What follows belongs to an exercise in optimizing a design on an open flow for small area, a short achievable clock period and few clock cycles; a production flow would make more cautious choices.
Only simulation tests tie the RTL to the original design; equivalence was not proved.
Power figures rest on the tool's default switching activity, not on a simulated workload.

==> inputs of job 3823 <==
// vcu_core
module vcu_core (
    input  wire        clk,
    input  wire        rst,
    input  wire        cmd_valid,
    output wire        cmd_ready,
    input  wire [31:0] cmd_data,
    output wire        rsp_valid,
    input  wire        rsp_ready,
    output wire [31:0] rsp_data,
    output reg         evt_valid,
    output reg  [31:0] evt_data
);
==> flow/config.mk <==
export PLATFORM = sky130hd
export DESIGN_NAME = vcu_core
export DESIGN_NICKNAME = vcu_core
export VERILOG_FILES = /design/flow/design.v
export SDC_FILE = /design/flow/constraint.sdc
export NUM_CORES = 4
export LEC_CHECK = 0
export CAP_MARGIN = 20
export CORE_MARGIN = 2
export CORE_UTILIZATION = 65
export SLEW_MARGIN = 20
==> flow/constraint.sdc <==
create_clock -name core_clock -period 25.0 [get_ports {clk}]
set_input_delay 5.0000 -clock core_clock [delete_from_list [all_inputs] [get_ports {clk}]]
set_output_delay 5.0000 -clock core_clock [all_outputs]
set_load 0.01 [all_outputs]
standard.sh (not shown) runs the stock make flow with config.mk's settings and CLKGATE_MAP_FILE= SYNTH_SCRIPT=/design/flow/synth_recipe.tcl, a recipe that flattens the netlist after the stock synthesis.
==> flow/flow/run.sh <==
#!/bin/bash
# Standard ORFS layout (the standard.sh, unchanged synthesis and SDC),
# with the timing repair after CTS and global routing asked to leave
# 18.8 ns of setup slack on the 25 ns clock, so it works the paths down
# toward a 6.2 ns period.
set -euo pipefail
bash standard.sh SETUP_SLACK_MARGIN=18.8 finish > standard_flow.log 2>&1
==> inputs of job 9515, as changes to job 3823 <==
--- a/flow/design.v
+++ b/flow/design.v
@@ -58,15 +58,15 @@
     reg        row_idx;
     reg [2:0]  col_idx, scan_col;
     reg [1:0]  irq_en;
     reg [15:0] toggle;
     wire       blink_on = ~ph[0];
     wire [1:0] blink_st;
     reg [31:0] cw, d0, d1, d2;
-    reg        ib_v, ib_done, ib_isrx;
+    reg        ib_v, ib_done, ib_isrx, ib_istick;
     reg [1:0]  ib_n;
     reg        r0v, s1v;                 
     reg [31:0] r0;
     reg [3:0]  s1;
     reg        res_busy;
     reg [5:0]  rsrc;                     
     reg [2:0]  res_n;                    
@@ -465,24 +465,26 @@
     wire hasres     = ex_ok & ex_res;
     wire rlast      = res_busy & ~s1v & (res_n == 3'd1);
     wire rb_n0      = exec ? hasres : (res_busy & ~(rlast & ~r0v));   
     wire rb_n1      = exec ? hasres : (res_busy & ~rlast);            
     wire wbx        = hasres & (ex_src == X_WIR1);
     wire wb_n0      = exec ? wbx : (wblk & ~(rlast & ~r0v));
     wire wb_n1      = exec ? wbx : (wblk & ~rlast);
-    wire base0      = ~(r0v & (s1v | exec)) & ~rb_n0 & ~bl_busy_n;
-    wire base1      = ~rb_n1 & ~bl_busy_n;
+    wire base0      = ~(r0v & (s1v | exec)) & ~rb_n0;
+    wire base1      = ~rb_n1;
     wire base       = rsp_ready ? base1 : base0;
     wire wbn        = rsp_ready ? wb_n1 : wb_n0;
     wire cwslot     = ~ib_v | ib_done;
     wire lastdw     = (ib_n + 2'd1 == num_dw(opc));
     wire nd0_cd     = (num_dw(cmd_data[31:24]) == 2'd0);
     wire isrx_cd    = (cmd_data[31:24] == OP_RX);
-    wire eo_keep    = base & ~(ib_isrx & ev_busy_n);
-    wire eo_cw      = base & ~(isrx_cd & ev_busy_n);
+    wire tick_safe  = ~last_s & (pmod < 9'd490) & (ph != PH_WRAP);
+    wire istick_cd  = (cmd_data[31:24] == OP_TICK);
+    wire eo_keep    = base & ~(bl_busy_n & ~(ib_istick & tick_safe)) & ~(ib_isrx & ev_busy_n);
+    wire eo_cw      = base & ~(bl_busy_n & ~(istick_cd & tick_safe)) & ~(isrx_cd & ev_busy_n);
     wire cr_none    = ~(ib_v & ~exec) | (~(ib_done & ~exec) & ~wbn) |
                       ((ib_done & ~exec) & eo_keep);
     wire cr_dw      = lastdw ? eo_keep : ~wbn;
     wire cr_cw      = nd0_cd ? eo_cw : ~wbn;
     wire exec_ok_n  = (take & cwslot) ? eo_cw : eo_keep;
     wire cmd_ready_n = ~take ? cr_none : cwslot ? cr_cw : cr_dw;
     wire [11:0] ev_sel = ev_pm & ~(ev_pm - 12'd1);
@@ -521,15 +523,15 @@
         if (exec) rs_f <= cw[7:0];
         if (r0_free)
             r0 <= s1v ? {28'd0, s1} : exec ? {28'd0, ex_st} : res_w;
         if (exec)
             s1 <= ex_st;
         evt_data <= ev_w;
         if (rst) begin
-            ib_v <= 1'b0; ib_done <= 1'b0; ib_isrx <= 1'b0; ib_n <= 2'd0;
+            ib_v <= 1'b0; ib_done <= 1'b0; ib_isrx <= 1'b0; ib_istick <= 1'b0; ib_n <= 2'd0;
             r0v <= 1'b0; s1v <= 1'b0;
             res_busy <= 1'b0; rsrc <= 6'd0; res_n <= 3'd0; wblk <= 1'b0;
             bl_busy <= 1'b0; bl_first <= 1'b0; bl_todo <= 4'd0;
             ev_pm <= 12'd0; ev_busy <= 1'b0; lev_v <= 4'd0;
             cmd_ready_q <= 1'b1; exec_ok_q <= 1'b1;
             evt_valid <= 1'b0;
             ctrl_run <= 1'b0; ctrl_locked <= 1'b0; ctrl_fatal <= 1'b0;
@@ -549,14 +551,15 @@
             irq_en <= 2'b11; toggle <= 16'd0;
         end else begin
             if (take_cw) begin
                 ib_v    <= 1'b1;
                 ib_n    <= 2'd0;
                 ib_done <= (num_dw(cmd_data[31:24]) == 2'd0);
                 ib_isrx <= (cmd_data[31:24] == OP_RX);
+                ib_istick <= (cmd_data[31:24] == OP_TICK);
             end else if (take_dw) begin
                 ib_n    <= ib_n + 2'd1;
                 ib_done <= (ib_n + 2'd1 == num_dw(opc));
             end else if (exec) begin
                 ib_v    <= 1'b0;
                 ib_done <= 1'b0;
             end
CTS_CLUSTER_DIAMETER = 80   (was not set)
CTS_CLUSTER_SIZE = 20   (was not set)
==> inputs of job 2438, as changes to job 3823 <==
--- a/flow/design.v
+++ b/flow/design.v
@@ -54,19 +54,20 @@
     reg [8:0]  pmod;                     
     reg        last_s;                   
     reg [31:0] now_ms, start;
     reg [1:0]  sstate;
     reg        row_idx;
     reg [2:0]  col_idx, scan_col;
     reg [1:0]  irq_en;
-    reg [15:0] toggle;
+    reg [15:0] toggle_r;                 
+    wire [15:0] toggle = {toggle_r[15:9], 2'b00, toggle_r[6:0]};
     wire       blink_on = ~ph[0];
     wire [1:0] blink_st;
     reg [31:0] cw, d0, d1, d2;
-    reg        ib_v, ib_done, ib_isrx;
+    reg        ib_v, ib_done, ib_isrx, ib_istick;
     reg [1:0]  ib_n;
     reg        r0v, s1v;                 
     reg [31:0] r0;
     reg [3:0]  s1;
     reg        res_busy;
     reg [5:0]  rsrc;                     
     reg [2:0]  res_n;                    
@@ -465,24 +466,26 @@
     wire hasres     = ex_ok & ex_res;
     wire rlast      = res_busy & ~s1v & (res_n == 3'd1);
     wire rb_n0      = exec ? hasres : (res_busy & ~(rlast & ~r0v));   
     wire rb_n1      = exec ? hasres : (res_busy & ~rlast);            
     wire wbx        = hasres & (ex_src == X_WIR1);
     wire wb_n0      = exec ? wbx : (wblk & ~(rlast & ~r0v));
     wire wb_n1      = exec ? wbx : (wblk & ~rlast);
-    wire base0      = ~(r0v & (s1v | exec)) & ~rb_n0 & ~bl_busy_n;
-    wire base1      = ~rb_n1 & ~bl_busy_n;
+    wire base0      = ~(r0v & (s1v | exec)) & ~rb_n0;
+    wire base1      = ~rb_n1;
     wire base       = rsp_ready ? base1 : base0;
     wire wbn        = rsp_ready ? wb_n1 : wb_n0;
     wire cwslot     = ~ib_v | ib_done;
     wire lastdw     = (ib_n + 2'd1 == num_dw(opc));
     wire nd0_cd     = (num_dw(cmd_data[31:24]) == 2'd0);
     wire isrx_cd    = (cmd_data[31:24] == OP_RX);
-    wire eo_keep    = base & ~(ib_isrx & ev_busy_n);
-    wire eo_cw      = base & ~(isrx_cd & ev_busy_n);
+    wire tick_safe  = ~last_s & (pmod < 9'd490) & (ph != PH_WRAP);
+    wire istick_cd  = (cmd_data[31:24] == OP_TICK);
+    wire eo_keep    = base & ~(bl_busy_n & ~(ib_istick & tick_safe)) & ~(ib_isrx & ev_busy_n);
+    wire eo_cw      = base & ~(bl_busy_n & ~(istick_cd & tick_safe)) & ~(isrx_cd & ev_busy_n);
     wire cr_none    = ~(ib_v & ~exec) | (~(ib_done & ~exec) & ~wbn) |
                       ((ib_done & ~exec) & eo_keep);
     wire cr_dw      = lastdw ? eo_keep : ~wbn;
     wire cr_cw      = nd0_cd ? eo_cw : ~wbn;
     wire exec_ok_n  = (take & cwslot) ? eo_cw : eo_keep;
     wire cmd_ready_n = ~take ? cr_none : cwslot ? cr_cw : cr_dw;
     wire [11:0] ev_sel = ev_pm & ~(ev_pm - 12'd1);
@@ -506,30 +509,30 @@
                                   : {d0, d2, d1};
     always @(posedge clk) begin
         if (do_enq | do_lenq)
             q[head] <= q_wd;
     end
     assign ev_nx_w = (ev_pm & ~ev_sel) | ev_set_w;
     always @(posedge clk) begin
-        if (take_cw) cw <= cmd_data;
-        if (take_dw) begin
+        if (~ib_v | exec) cw <= cmd_data;
+        if (ib_v & ~ib_done & ~wblk) begin
             case (ib_n)
                 2'd0: d0 <= cmd_data;
                 2'd1: d1 <= cmd_data;
                 default: d2 <= cmd_data;
             endcase
         end
         if (exec) rs_f <= cw[7:0];
         if (r0_free)
             r0 <= s1v ? {28'd0, s1} : exec ? {28'd0, ex_st} : res_w;
         if (exec)
             s1 <= ex_st;
         evt_data <= ev_w;
         if (rst) begin
-            ib_v <= 1'b0; ib_done <= 1'b0; ib_isrx <= 1'b0; ib_n <= 2'd0;
+            ib_v <= 1'b0; ib_done <= 1'b0; ib_isrx <= 1'b0; ib_istick <= 1'b0; ib_n <= 2'd0;
             r0v <= 1'b0; s1v <= 1'b0;
             res_busy <= 1'b0; rsrc <= 6'd0; res_n <= 3'd0; wblk <= 1'b0;
             bl_busy <= 1'b0; bl_first <= 1'b0; bl_todo <= 4'd0;
             ev_pm <= 12'd0; ev_busy <= 1'b0; lev_v <= 4'd0;
             cmd_ready_q <= 1'b1; exec_ok_q <= 1'b1;
             evt_valid <= 1'b0;
             ctrl_run <= 1'b0; ctrl_locked <= 1'b0; ctrl_fatal <= 1'b0;
@@ -542,21 +545,22 @@
             hold_valid <= 1'b0; hold_ever <= 1'b0;
             isv_dig <= 7'd0; isv_speed <= 14'd0;
             ph <= 24'd0; pmod <= 9'd0;
             last_s <= 1'b1;
             for (i = 0; i < 4; i = i + 1) lamp_sh[i] <= 2'd0;
             now_ms <= 32'd0; start <= 32'd0;
             sstate <= 2'd0; row_idx <= 1'b0; col_idx <= 3'd0; scan_col <= 3'd0;
-            irq_en <= 2'b11; toggle <= 16'd0;
+            irq_en <= 2'b11; toggle_r <= 16'd0;
         end else begin
             if (take_cw) begin
                 ib_v    <= 1'b1;
                 ib_n    <= 2'd0;
                 ib_done <= (num_dw(cmd_data[31:24]) == 2'd0);
                 ib_isrx <= (cmd_data[31:24] == OP_RX);
+                ib_istick <= (cmd_data[31:24] == OP_TICK);
             end else if (take_dw) begin
                 ib_n    <= ib_n + 2'd1;
                 ib_done <= (ib_n + 2'd1 == num_dw(opc));
             end else if (exec) begin
                 ib_v    <= 1'b0;
                 ib_done <= 1'b0;
             end
@@ -656,15 +660,15 @@
                         end
                         OP_TASK: begin
                             if (ctrl_run) begin
                                 if (sstate == 2'd1) begin
                                     if (elapsed >= 32'd20) begin
                                         if (scan_found) begin
                                             col_idx <= scan_c;
-                                            toggle[scan_cell] <= ~toggle[scan_cell];
+                                            toggle_r[scan_cell] <= ~toggle[scan_cell];
                                             sstate  <= 2'd2;
                                         end else begin
                                             irq_en[row_idx] <= 1'b1;
                                             sstate <= 2'd0;
                                         end
                                     end
                                 end else if (sstate == 2'd2) begin
CTS_CLUSTER_DIAMETER = 80   (was not set)
CTS_CLUSTER_SIZE = 20   (was not set)
==> inputs of job 4010, as changes to job 3823 <==
--- a/flow/design.v
+++ b/flow/design.v
@@ -58,15 +58,15 @@
     reg        row_idx;
     reg [2:0]  col_idx, scan_col;
     reg [1:0]  irq_en;
     reg [15:0] toggle;
     wire       blink_on = ~ph[0];
     wire [1:0] blink_st;
     reg [31:0] cw, d0, d1, d2;
-    reg        ib_v, ib_done, ib_isrx;
+    reg        ib_v, ib_done, ib_isrx, ib_istick;
     reg [1:0]  ib_n;
     reg        r0v, s1v;                 
     reg [31:0] r0;
     reg [3:0]  s1;
     reg        res_busy;
     reg [5:0]  rsrc;                     
     reg [2:0]  res_n;                    
@@ -465,24 +465,26 @@
     wire hasres     = ex_ok & ex_res;
     wire rlast      = res_busy & ~s1v & (res_n == 3'd1);
     wire rb_n0      = exec ? hasres : (res_busy & ~(rlast & ~r0v));   
     wire rb_n1      = exec ? hasres : (res_busy & ~rlast);            
     wire wbx        = hasres & (ex_src == X_WIR1);
     wire wb_n0      = exec ? wbx : (wblk & ~(rlast & ~r0v));
     wire wb_n1      = exec ? wbx : (wblk & ~rlast);
-    wire base0      = ~(r0v & (s1v | exec)) & ~rb_n0 & ~bl_busy_n;
-    wire base1      = ~rb_n1 & ~bl_busy_n;
+    wire base0      = ~(r0v & (s1v | exec)) & ~rb_n0;
+    wire base1      = ~rb_n1;
     wire base       = rsp_ready ? base1 : base0;
     wire wbn        = rsp_ready ? wb_n1 : wb_n0;
     wire cwslot     = ~ib_v | ib_done;
     wire lastdw     = (ib_n + 2'd1 == num_dw(opc));
     wire nd0_cd     = (num_dw(cmd_data[31:24]) == 2'd0);
     wire isrx_cd    = (cmd_data[31:24] == OP_RX);
-    wire eo_keep    = base & ~(ib_isrx & ev_busy_n);
-    wire eo_cw      = base & ~(isrx_cd & ev_busy_n);
+    wire tick_safe  = ~last_s & (pmod < 9'd490) & (ph != PH_WRAP);
+    wire istick_cd  = (cmd_data[31:24] == OP_TICK);
+    wire eo_keep    = base & ~(bl_busy_n & ~(ib_istick & tick_safe)) & ~(ib_isrx & ev_busy_n);
+    wire eo_cw      = base & ~(bl_busy_n & ~(istick_cd & tick_safe)) & ~(isrx_cd & ev_busy_n);
     wire cr_none    = ~(ib_v & ~exec) | (~(ib_done & ~exec) & ~wbn) |
                       ((ib_done & ~exec) & eo_keep);
     wire cr_dw      = lastdw ? eo_keep : ~wbn;
     wire cr_cw      = nd0_cd ? eo_cw : ~wbn;
     wire exec_ok_n  = (take & cwslot) ? eo_cw : eo_keep;
     wire cmd_ready_n = ~take ? cr_none : cwslot ? cr_cw : cr_dw;
     wire [11:0] ev_sel = ev_pm & ~(ev_pm - 12'd1);
@@ -521,15 +523,15 @@
         if (exec) rs_f <= cw[7:0];
         if (r0_free)
             r0 <= s1v ? {28'd0, s1} : exec ? {28'd0, ex_st} : res_w;
         if (exec)
             s1 <= ex_st;
         evt_data <= ev_w;
         if (rst) begin
-            ib_v <= 1'b0; ib_done <= 1'b0; ib_isrx <= 1'b0; ib_n <= 2'd0;
+            ib_v <= 1'b0; ib_done <= 1'b0; ib_isrx <= 1'b0; ib_istick <= 1'b0; ib_n <= 2'd0;
             r0v <= 1'b0; s1v <= 1'b0;
             res_busy <= 1'b0; rsrc <= 6'd0; res_n <= 3'd0; wblk <= 1'b0;
             bl_busy <= 1'b0; bl_first <= 1'b0; bl_todo <= 4'd0;
             ev_pm <= 12'd0; ev_busy <= 1'b0; lev_v <= 4'd0;
             cmd_ready_q <= 1'b1; exec_ok_q <= 1'b1;
             evt_valid <= 1'b0;
             ctrl_run <= 1'b0; ctrl_locked <= 1'b0; ctrl_fatal <= 1'b0;
@@ -549,14 +551,15 @@
             irq_en <= 2'b11; toggle <= 16'd0;
         end else begin
             if (take_cw) begin
                 ib_v    <= 1'b1;
                 ib_n    <= 2'd0;
                 ib_done <= (num_dw(cmd_data[31:24]) == 2'd0);
                 ib_isrx <= (cmd_data[31:24] == OP_RX);
+                ib_istick <= (cmd_data[31:24] == OP_TICK);
             end else if (take_dw) begin
                 ib_n    <= ib_n + 2'd1;
                 ib_done <= (ib_n + 2'd1 == num_dw(opc));
             end else if (exec) begin
                 ib_v    <= 1'b0;
                 ib_done <= 1'b0;
             end
==> flow/flow/run.sh (replaced) <==
#!/bin/bash
# Standard ORFS layout (the standard.sh, unchanged synthesis and SDC),
# with the timing repair after CTS and global routing asked to leave
# 18.9 ns of setup slack on the 25 ns clock, so it works the paths down
# toward a 6.1 ns period.
set -euo pipefail
bash standard.sh SETUP_SLACK_MARGIN=18.9 finish > standard_flow.log 2>&1
CORE_UTILIZATION = 70   (was 65)
CTS_CLUSTER_DIAMETER = 90   (was not set)
CTS_CLUSTER_SIZE = 25   (was not set)
==> notes.md <==
Between job 9515 and job 2438, the lower combinational power is in job 9515 (gap about 23%, measured against job 2438). Routed wire length: job 4010 > job 3823 > job 2438 > job 9515. Final area, highest first: job 3823, job 9515, job 2438, job 4010. The highest global-route usage belongs to job 4010, the lowest to job 9515. In job 2438 the non-clock buffer count is lower than in job 4010, by 15. The lowest fmax belongs to job 3823, the highest to job 4010. The lowest first-iteration DRC count belongs to job 2438, the highest to job 4010. In job 9515 the worst setup slack is higher than in job 2438, by 0.024 ns. Sequential share of layout area, highest first: job 4010, job 2438, job 9515, job 3823. Die area, lowest first: job 4010, job 3823, job 9515, job 2438.
Testbench counts of job 3823, summed over its fixed seeds: cycles 114,871.
Testbench counts of job 9515, summed over its fixed seeds: cycles 114,514.
Testbench counts of job 2438, summed over its fixed seeds: cycles 114,514.
Testbench counts of job 4010, summed over its fixed seeds: cycles 114,514.

port drivers added, routing unchanged:
The results above use ideal ports. As a check the final layouts listed here were re-extracted and re-timed, cells and wires unchanged.
Step 1 sets driving cells, clkbuf_16 on the clock port and buf_2 on the other inputs (assumed; they add their load-dependent delay and slew).
Step 2 also shifts input and output timing later by t, the mid clock arrival at the registers, as if the neighbouring blocks saw the same clock.
a / b / c = no drivers / after step 1 / after step 2; a / b = the first two.
run	t, ns	setup slack, ns	hold WS [ns]	latest minus earliest clock arrival (ns)	worst register clock-pin slew, ns
job 3823	0.931	18.542 / 18.462 / 17.953	0.453 / 0.453 / 0.453	0.091 / 0.090	0.07 / 0.07
job 9515	0.903	18.622 / 18.525 / 17.928	0.456 / 0.456 / 0.456	0.048 / 0.049	0.10 / 0.10
job 2438	0.903	18.598 / 18.509 / 17.861	0.460 / 0.460 / 0.460	0.059 / 0.059	0.10 / 0.10
job 4010	0.887	18.663 / 18.577 / 18.090	0.461 / 0.461 / 0.461	0.090 / 0.090	0.12 / 0.12
After both steps setup and hold are still met in every run listed. For job 2438, which loses most, drivers alone change the setup slack by -0.089 ns; drivers and shift together by -0.737 ns.
